This is an optimization exercise on Yosys and OpenROAD, whose aim is small area, a short achievable clock period and few clock cycles per item, not a production implementation. The RTL was checked by simulation tests, not by an equivalence proof against the original design. No activity file was given, so power comes from the tool's default toggle rates.

==> inputs of run a <==
==> flow/design.v <==
module pcmq (
    input  wire        clk,
    input  wire        rst,
    input  wire        cmd_valid,
    output wire        cmd_ready,
    input  wire [71:0] cmd_word,
    output wire        rsp_valid,
    input  wire        rsp_ready,
    output wire [71:0] rsp_word
);
    localparam [1:0] PH_IDLE = 2'd0, PH_OPEN = 2'd1, PH_FAULTED = 2'd2;
    localparam       MODE_ENC = 1'b0, MODE_DEC = 1'b1;
    localparam [3:0] ST_OK = 4'h0, ST_INVCFG = 4'h1, ST_INVIN = 4'h2,
                     ST_ABORTED = 4'h3, ST_ILLEGAL = 4'h4;
    reg        rsp_v;
    reg        abort;       
    reg [3:0]  st_q;
    reg        fl_q;
    reg [63:0] d_q;
    reg [1:0]  phase;
    reg        mode;
    reg [5:0]  bd;
    wire acc = cmd_valid && cmd_ready;
    assign cmd_ready = !rst && (!rsp_v || rsp_ready);
    assign rsp_valid = !rst && rsp_v;
    assign rsp_word  = abort ? {ST_ABORTED, 68'b0} : {st_q, 3'b000, fl_q, d_q};
    wire [3:0]  op    = cmd_word[71:68];
    wire [2:0]  rsv   = cmd_word[67:65];
    wire        flag  = cmd_word[64];
    wire [63:0] data  = cmd_word[63:0];
    wire [7:0]  top   = cmd_word[71:64];
    wire hi_zero = (data[63:38] == 26'b0);
    wire md_zero = (data[37:6] == 32'b0);
    wire is_beg  = (rsv == 3'b0) && (op == 4'h1 || op == 4'h2) && !flag && hi_zero && md_zero;
    wire is_qnt  = (rsv == 3'b0) && (op == 4'h3);
    wire is_dqn  = (rsv == 3'b0) && (op == 4'h4) && hi_zero;
    wire is_end  = (rsv == 3'b0) && (op == 4'h5) && !flag && hi_zero && md_zero && (data[5:0] == 6'b0);
    wire [5:0]  new_bd   = data[5:0];
    wire        bd_valid = (new_bd >= 6'd2) && (new_bd <= 6'd32);
    wire [4:0]  k   = bd[4:0] - 5'd1;                  
    wire [4:0]  amt = 5'd0 - k;                        
    wire [31:0] mk  = ~(32'hFFFF_FFFF << k);           
    wire [31:0] okh = 32'd1 << k;                      
    wire [31:0] mk1 = mk | okh;                        
    wire [31:0] sh = data[63:32];
    wire [31:0] sl = data[31:0];
    wire        cinv    = flag;
    wire [5:0]  clen    = data[37:32];
    wire        code_ok = !cinv && (clen == bd) && ((sl & ~mk1) == 32'b0);
    wire [31:0] nl = sl & mk;                          
    wire        nz = |nl;
    wire        nk = |(sl & okh);                      
    wire [31:0] orp;
    pcmq_pfx #(.OR(1)) u_orp (.x(nl), .y(orp));        
    genvar i;
    wire [31:0] rp  = ~(nl ^ {orp[30:0], 1'b0});       
    wire [31:0] dhi = nk ? (rp & {32{nz}}) : (~mk | nl | {31'b0, !nz});
    wire [31:0] xr;
    generate for (i = 0; i < 32; i = i + 1) begin : g_xr
        assign xr[i] = data[32 - i];
    end endgenerate
    wire [31:0] x = (mode == MODE_DEC) ? nl : xr;
    wire [32:0] z = {1'b0, x} << amt;
    wire hi_above = |(sh[30:0] & ~mk[30:0]);
    wire hi_ones  = &(sh[30:0] | ~mk[30:0]);
    wire lo_above = |(~sh[30:0] & ~mk[30:0]);
    wire lo_ones  = &(~sh[30:0] | ~mk[30:0]);
    wire sat_hi = !sh[31] && (hi_above || (hi_ones && (sl != 32'b0)));
    wire sat_lo =  sh[31] && (lo_above || lo_ones);
    wire [31:0] hh = (sh & mk) | (~sh & okh);
    wire [31:0] av = {1'b0, hh[31:1]};                 
    wire [31:0] bv;
    generate for (i = 0; i < 32; i = i + 1) begin : g_bv
        assign bv[i] = z[31 - i];                      
    end endgenerate
    wire [31:0] cg [0:5];
    wire [31:0] cp [0:5];
    assign cg[0] = av & bv;
    assign cp[0] = av | bv | ~mk;
    genvar l;
    generate for (l = 0; l < 5; l = l + 1) begin : g_lvl
        for (i = 0; i < (16 >> l); i = i + 1) begin : g_node
            assign cg[l+1][i] = cg[l][2*i+1] | (cp[l][2*i+1] & cg[l][2*i]);
            assign cp[l+1][i] = cp[l][2*i+1] & cp[l][2*i];
        end
        assign cg[l+1][31:(16 >> l)] = 0;
        assign cp[l+1][31:(16 >> l)] = 0;
    end endgenerate
    wire        c1 = cg[5][0] | (cp[5][0] & z[32]);
    wire [31:0] anp;
    pcmq_pfx #(.OR(0)) u_anp (.x(av), .y(anp));        
    wire [31:0] av1 = av ^ {anp[30:0], 1'b1};           
    wire [31:0] eq  = c1 ? av1 : av;
    wire [31:0] q  = sat_hi ? okh : (sat_lo ? 32'd0 : eq);
    wire [31:0] orz;
    pcmq_pfx #(.OR(1)) u_orz (.x(z[31:0]), .y(orz));   
    wire [31:0] dlo = z[31:0] ^ {orz[30:0], 1'b0};
    wire [63:0] dq = {dhi, dlo};
    wire ph_idle = (phase == PH_IDLE);
    wire ph_open = (phase == PH_OPEN);
    wire ph_flt  = !ph_idle && !ph_open;
    wire enc_in  = ph_open && is_qnt && (mode == MODE_ENC);    
    wire dec_in  = ph_open && is_dqn && (mode == MODE_DEC);    
    wire enc_ok  = enc_in && !flag;
    wire dec_ok  = dec_in && code_ok;
    wire dec_bad = dec_in && !code_ok;
    wire beg_in  = ph_idle && is_beg;
    wire illegal = (ph_idle && !is_beg) || (ph_open && !enc_in && !dec_in && !is_end);
    wire fault   = (beg_in && !bd_valid) || (enc_in && flag) || dec_bad || (ph_open && illegal);
    wire qnt_bad  = enc_in && flag;                           
    wire sel_qh   = enc_ok && sat_hi;
    wire sel_qe   = enc_ok && !sat_hi && !sat_lo;
    wire [31:0] qv = ({32{sel_qh}} & okh) | ({32{sel_qe}} & eq);
    wire [63:0] nd;
    assign nd[63:46] = ({18{qnt_bad}} & data[63:46]) | ({18{dec_ok}} & dhi[31:14]);
    assign nd[45:40] = ({6{qnt_bad}}  & data[45:40]) | ({6{dec_ok}}  & dhi[13:8])
                     | ({6{dec_bad}}  & bd);
    assign nd[39:38] = ({2{qnt_bad}}  & data[39:38]) | ({2{dec_ok}}  & dhi[7:6]);
    assign nd[37:32] = ({6{qnt_bad || dec_bad}} & data[37:32]) | ({6{dec_ok}} & dhi[5:0])
                     | ({6{enc_ok}}   & bd);
    assign nd[31:8]  = ({24{qnt_bad || dec_bad}} & data[31:8]) | ({24{dec_ok}} & dlo[31:8])
                     | qv[31:8];
    assign nd[7:6]   = ({2{qnt_bad || dec_bad}} & data[7:6]) | ({2{dec_ok}} & dlo[7:6])
                     | qv[7:6] | ({2{illegal}} & top[7:6]);
    assign nd[5:0]   = ({6{qnt_bad || dec_bad || beg_in}} & data[5:0]) | ({6{dec_ok}} & dlo[5:0])
                     | qv[5:0] | ({6{illegal}} & top[5:0]);
    wire [3:0] nst = {1'b0, illegal, (enc_in && flag) || dec_bad, beg_in && !bd_valid};
    wire       nfl = (enc_in || dec_in) && flag;
    always @(posedge clk) begin
        if (rst) begin
            rsp_v <= 1'b0;
            phase <= PH_IDLE;
        end else begin
            if (rsp_v && rsp_ready)
                rsp_v <= 1'b0;
            if (acc) begin
                rsp_v <= 1'b1;
                abort <= ph_flt && !is_end;
                if (beg_in) begin
                    mode <= (op == 4'h2) ? MODE_DEC : MODE_ENC;
                    bd   <= new_bd;
                end
                if (!ph_flt)
                    {st_q, fl_q, d_q} <= {nst, nfl, nd};
                if (fault)
                    phase <= PH_FAULTED;
                else if (beg_in)
                    phase <= PH_OPEN;
                else if (is_end)
                    phase <= PH_IDLE;
            end
        end
    end
endmodule
module pcmq_pfx #(parameter OR = 1) (
    input  wire [31:0] x,
    output wire [31:0] y
);
    wire [31:0] p [0:5];
    assign p[0] = x;
    genvar l, i;
    generate for (l = 0; l < 5; l = l + 1) begin : g_l
        for (i = 0; i < 32; i = i + 1) begin : g_i
            if ((i >> l) & 1) begin : g_op
                if (OR) assign p[l+1][i] = p[l][i] | p[l][((i >> l) << l) - 1];
                else    assign p[l+1][i] = p[l][i] & p[l][((i >> l) << l) - 1];
            end else begin : g_pass
                assign p[l+1][i] = p[l][i];
            end
        end
    end endgenerate
    assign y = p[5];
endmodule
==> flow/flow/run.sh <==
#!/bin/bash
# The standard layout with two changes: a small fast buffer (buf_2) on each
# input and output port in place of ORFS's default choice, and repair_timing
# aiming for more setup slack than zero. Each ORFS step logs to orfs/logs/;
# the make output goes to standard_flow.log.
set -euo pipefail
cat >> config.mk <<'EOC'
export BUFFER_PORTS_ARGS = -buffer_cell sky130_fd_sc_hd__buf_2
export SETUP_SLACK_MARGIN = 9.0
EOC
bash standard.sh > standard_flow.log 2>&1
==> flow/standard.sh <==
#!/bin/bash
# synth_recipe.tcl (not shown) runs the flow's synth.tcl, then flattens the netlist and writes it again
# the make line also repeats each setting of config.mk as NAME=value (left out here)
make -C /OpenROAD-flow-scripts/flow DESIGN_CONFIG=/design/flow/config.mk WORK_HOME=/design/flow/orfs CLKGATE_MAP_FILE= SYNTH_SCRIPT=/design/flow/synth_recipe.tcl "${@:-finish}"
==> flow/config.mk <==
export PLATFORM = sky130hd
export DESIGN_NAME = pcmq
export DESIGN_NICKNAME = pcmq
export VERILOG_FILES = /design/flow/design.v
export SDC_FILE = /design/flow/constraint.sdc
export NUM_CORES = 4
export LEC_CHECK = 0
export ABC_AREA = 1
export CAP_MARGIN = 20
export CORE_MARGIN = 2
export CORE_UTILIZATION = 45
export SLEW_MARGIN = 20
export BUFFER_PORTS_ARGS = -buffer_cell sky130_fd_sc_hd__buf_2
export SETUP_SLACK_MARGIN = 9.0
==> flow/constraint.sdc <==
create_clock -name core_clock -period 16.0 [get_ports {clk}]
set_input_delay 3.2000 -clock core_clock [delete_from_list [all_inputs] [get_ports {clk}]]
set_output_delay 3.2000 -clock core_clock [all_outputs]
set_load 0.01 [all_outputs]
==> inputs of run b, as changes to run a <==
==> flow/design.v, changed modules only <==
module pcmq (
    input  wire        clk,
    input  wire        rst,
    input  wire        cmd_valid,
    output wire        cmd_ready,
    input  wire [71:0] cmd_word,
    output wire        rsp_valid,
    input  wire        rsp_ready,
    output wire [71:0] rsp_word
);
    localparam [1:0] PH_IDLE = 2'd0, PH_OPEN = 2'd1, PH_FAULTED = 2'd2;
    localparam       MODE_ENC = 1'b0, MODE_DEC = 1'b1;
    localparam [3:0] ST_OK = 4'h0, ST_INVCFG = 4'h1, ST_INVIN = 4'h2,
                     ST_ABORTED = 4'h3, ST_ILLEGAL = 4'h4;
    reg        rsp_v;
    reg        abort;       
    reg [3:0]  st_q;
    reg        fl_q;
    reg [63:0] d_q;
    reg [1:0]  phase;
    reg        mode;
    reg [5:0]  bd;
    wire acc = cmd_valid && cmd_ready;
    assign cmd_ready = !rst && (!rsp_v || rsp_ready);
    assign rsp_valid = !rst && rsp_v;
    assign rsp_word  = abort ? {ST_ABORTED, 68'b0} : {st_q, 3'b000, fl_q, d_q};
    wire [3:0]  op    = cmd_word[71:68];
    wire [2:0]  rsv   = cmd_word[67:65];
    wire        flag  = cmd_word[64];
    wire [63:0] data  = cmd_word[63:0];
    wire [7:0]  top   = cmd_word[71:64];
    wire is_benc = (rsv == 3'b0) && (op == 4'h1) && !flag && (data[63:6] == 58'b0);
    wire is_bdec = (rsv == 3'b0) && (op == 4'h2) && !flag && (data[63:6] == 58'b0);
    wire is_qnt  = (rsv == 3'b0) && (op == 4'h3);
    wire is_dqn  = (rsv == 3'b0) && (op == 4'h4) && (data[63:38] == 26'b0);
    wire is_end  = (rsv == 3'b0) && (op == 4'h5) && !flag && (data == 64'b0);
    wire [5:0]  new_bd   = data[5:0];
    wire        bd_valid = (new_bd >= 6'd2) && (new_bd <= 6'd32);
    wire [4:0]  k   = bd[4:0] - 5'd1;                  
    wire [4:0]  amt = 5'd0 - k;                        
    wire [31:0] mk  = ~(32'hFFFF_FFFF << k);           
    wire [31:0] okh = 32'd1 << k;                      
    wire [31:0] mk1 = mk | okh;                        
    wire [31:0] sh = data[63:32];
    wire [31:0] sl = data[31:0];
    wire        cinv    = flag;
    wire [5:0]  clen    = data[37:32];
    wire        code_ok = !cinv && (clen == bd) && ((sl & ~mk1) == 32'b0);
    wire [31:0] nl = sl & mk;                          
    wire        nz = |nl;
    wire        nk = |(sl & okh);                      
    wire [31:0] orp;
    pcmq_pfx #(.OR(1)) u_orp (.x(nl), .y(orp));        
    genvar i;
    wire [31:0] nneg = nl ^ {orp[30:0], 1'b0};         
    wire [31:0] rp   = ~nneg;                          
    wire [31:0] dhi = nk ? (rp & {32{nz}}) : (~mk | nl | {31'b0, !nz});
    wire [31:0] xr;
    generate for (i = 0; i < 32; i = i + 1) begin : g_xr
        assign xr[i] = data[32 - i];
    end endgenerate
    wire [31:0] x = (mode == MODE_DEC) ? nneg : xr;
    wire [32:0] z = {1'b0, x} << amt;
    wire hi_above = |(sh[30:0] & ~mk[30:0]);
    wire hi_ones  = &(sh[30:0] | ~mk[30:0]);
    wire lo_above = |(~sh[30:0] & ~mk[30:0]);
    wire lo_ones  = &(~sh[30:0] | ~mk[30:0]);
    wire sat_hi = !sh[31] && (hi_above || (hi_ones && (sl != 32'b0)));
    wire sat_lo =  sh[31] && (lo_above || lo_ones);
    wire [31:0] hh = (sh & mk) | (~sh & okh);
    wire [31:0] av = {1'b0, hh[31:1]};                 
    wire [31:0] bv;
    generate for (i = 0; i < 32; i = i + 1) begin : g_bv
        assign bv[i] = z[31 - i];                      
    end endgenerate
    wire [31:0] cg [0:5];
    wire [31:0] cp [0:5];
    assign cg[0] = av & bv;
    assign cp[0] = av | bv | ~mk;
    genvar l;
    generate for (l = 0; l < 5; l = l + 1) begin : g_lvl
        for (i = 0; i < (16 >> l); i = i + 1) begin : g_node
            assign cg[l+1][i] = cg[l][2*i+1] | (cp[l][2*i+1] & cg[l][2*i]);
            assign cp[l+1][i] = cp[l][2*i+1] & cp[l][2*i];
        end
        assign cg[l+1][31:(16 >> l)] = 0;
        assign cp[l+1][31:(16 >> l)] = 0;
    end endgenerate
    wire        c1 = cg[5][0] | (cp[5][0] & z[32]);
    wire [31:0] anp;
    pcmq_pfx #(.OR(0)) u_anp (.x(av), .y(anp));        
    wire [31:0] eq = av ^ ({32{c1}} & {anp[30:0], 1'b1});
    wire [31:0] q  = sat_hi ? okh : (sat_lo ? 32'd0 : eq);
    wire [63:0] dq = {dhi, z[31:0]};
    always @(posedge clk) begin
        if (rst) begin
            rsp_v <= 1'b0;
            phase <= PH_IDLE;
        end else begin
            if (rsp_v && rsp_ready)
                rsp_v <= 1'b0;
            if (acc) begin
                rsp_v <= 1'b1;
                abort <= 1'b0;
                case (phase)
                PH_IDLE: begin
                    if (is_benc || is_bdec) begin
                        mode <= is_bdec ? MODE_DEC : MODE_ENC;
                        bd   <= new_bd;
                        if (bd_valid) begin
                            phase <= PH_OPEN;
                            {st_q, fl_q, d_q} <= {ST_OK, 1'b0, data};
                        end else begin
                            phase <= PH_FAULTED;
                            {st_q, fl_q, d_q} <= {ST_INVCFG, 1'b0, data};
                        end
                    end else begin
                        {st_q, fl_q, d_q} <= {ST_ILLEGAL, 1'b0, 56'b0, top};
                    end
                end
                PH_OPEN: begin
                    if (is_qnt && mode == MODE_ENC) begin
                        if (flag) begin
                            phase <= PH_FAULTED;
                            {st_q, fl_q, d_q} <= {ST_INVIN, 1'b1, data};
                        end else begin
                            {st_q, fl_q, d_q} <= {ST_OK, 1'b0, 26'b0, bd, q};
                        end
                    end else if (is_dqn && mode == MODE_DEC) begin
                        if (code_ok) begin
                            {st_q, fl_q, d_q} <= {ST_OK, 1'b0, dq};
                        end else begin
                            phase <= PH_FAULTED;
                            {st_q, fl_q, d_q} <= {ST_INVIN, cinv, 18'b0, bd, 2'b0, clen, sl};
                        end
                    end else if (is_end) begin
                        phase <= PH_IDLE;
                        {st_q, fl_q, d_q} <= 69'b0;
                    end else begin
                        phase <= PH_FAULTED;
                        {st_q, fl_q, d_q} <= {ST_ILLEGAL, 1'b0, 56'b0, top};
                    end
                end
                default: begin  
                    if (is_end)
                        phase <= PH_IDLE;
                    else
                        abort <= 1'b1;
                end
                endcase
            end
        end
    end
endmodule
==> flow/run.sh (new file) <==
#!/bin/bash
# synth_recipe.tcl (not shown) runs the flow's synth.tcl, then flattens the netlist and writes it again
# the make line also repeats each setting of config.mk as NAME=value (left out here)
make -C /OpenROAD-flow-scripts/flow DESIGN_CONFIG=/design/flow/config.mk WORK_HOME=/design/flow/orfs CLKGATE_MAP_FILE= SYNTH_SCRIPT=/design/flow/synth_recipe.tcl finish
--- a/flow/config.mk
+++ b/flow/config.mk
@@ -10,5 +10,3 @@
 export CORE_MARGIN = 2
-export CORE_UTILIZATION = 45
+export CORE_UTILIZATION = 40
 export SLEW_MARGIN = 20
-export BUFFER_PORTS_ARGS = -buffer_cell sky130_fd_sc_hd__buf_2
-export SETUP_SLACK_MARGIN = 9.0
removed: flow/flow/run.sh
removed: flow/standard.sh
==> notes.md <==
Run status
The run finished with no timing, DRC or antenna violations.

Timing
The share of the cycle needed by the critical path after routing is 55.8%. The least setup slack across all paths after layout is 7.08 ns.

Power
The power consumed by the clock network is 0.205 mW. The power spent charging and discharging nets is 0.212 mW. In this run, flip-flops and latches consume 39.1% of the power.

Global routing
The initial antenna violation count is 5. For this run, global-route usage on met2 was measured as 70.1%.

Floorplanning
The initial utilization of the core area, before any placement, comes to 40.7%. The core region is 0.0307 sq mm.

Place
The weighted congestion at the end of routability-driven global placement is 1.13.

Layout
The repair_antennas step left the layout with diodes totalling 2. The fraction of standard cell area in multi-input logic is 58.0%. The count of multi-input combinational gates is 1731. The synthesis-to-layout area growth is 16.3%.

Once layout is done, the placed cells without fillers occupy 0.0145 sq mm.

Setup path
The critical path ends at d_q[1].

Routing
After detailed routing, the met3 layer carries 11400 um of wire.
(the above is from run b)
==> notes.md <==
Routing
The uppermost signal routing layer after detailed routing is met4. In the detailed route, the total length drawn on met3 is 10200 um.

Timing
The share of the cycle needed by the critical path after routing is 43.4%. The least setup slack across all paths after layout is 9.06 ns.

Run status
The flow ran to the end and the layout has no timing, DRC or antenna violations.

Setup path
Following the worst setup path forward leads to its endpoint at d_q[55].

Power
The power spent charging and discharging nets is 0.210 mW. The power consumed by the clock network is 0.247 mW. The part of the total power dissipated in sequential elements is 38.5%.

Place
Routability-driven placement finished with a final weighted congestion of 1.17.

Global routing
The initial antenna violation count was 0.

Layout
Compared with the post-synthesis result, the final layout area differs by 9.52%. With fillers left out, the area of the finished cells amounts to 0.0135 sq mm. The fraction of standard cell area in multi-input logic is 61.8%.

The layout contains a multi-input combinational cell count of 1611.
(the above is from run a)
Testbench counts of run a, summed over its fixed seeds: cycles 7,439, items 7,431.
Testbench counts of run b, summed over its fixed seeds: cycles 7,439, items 7,431.

re-timing with driven ports:
The results above use ideal ports. As a check the final layouts listed here were re-extracted and re-timed, cells and wires unchanged.
Step 1 (the two cells are an assumption about what drives the block):
set clk [get_ports {clk}]
set_driving_cell -lib_cell sky130_fd_sc_hd__clkbuf_16 $clk
set_driving_cell -lib_cell sky130_fd_sc_hd__buf_2 [delete_from_list [all_inputs] $clk]
Step 2 also shifts input and output timing later by t, the mid clock arrival at the registers, as if the neighbouring blocks saw the same clock.
a / b / c = ideal / step 1 / step 2; a / b = the first two.
run	t (ns)	slack for setup (ns)	pins driven straight from the clock port
run a	0.409	9.056 / 9.084 / 8.675	1
run b	0.420	7.077 / 7.104 / 6.684	1
After both steps setup and hold are still met in every run listed. The setup slack of run b, which loses most, moves by +0.027 ns with the drivers and by -0.393 ns with both steps.
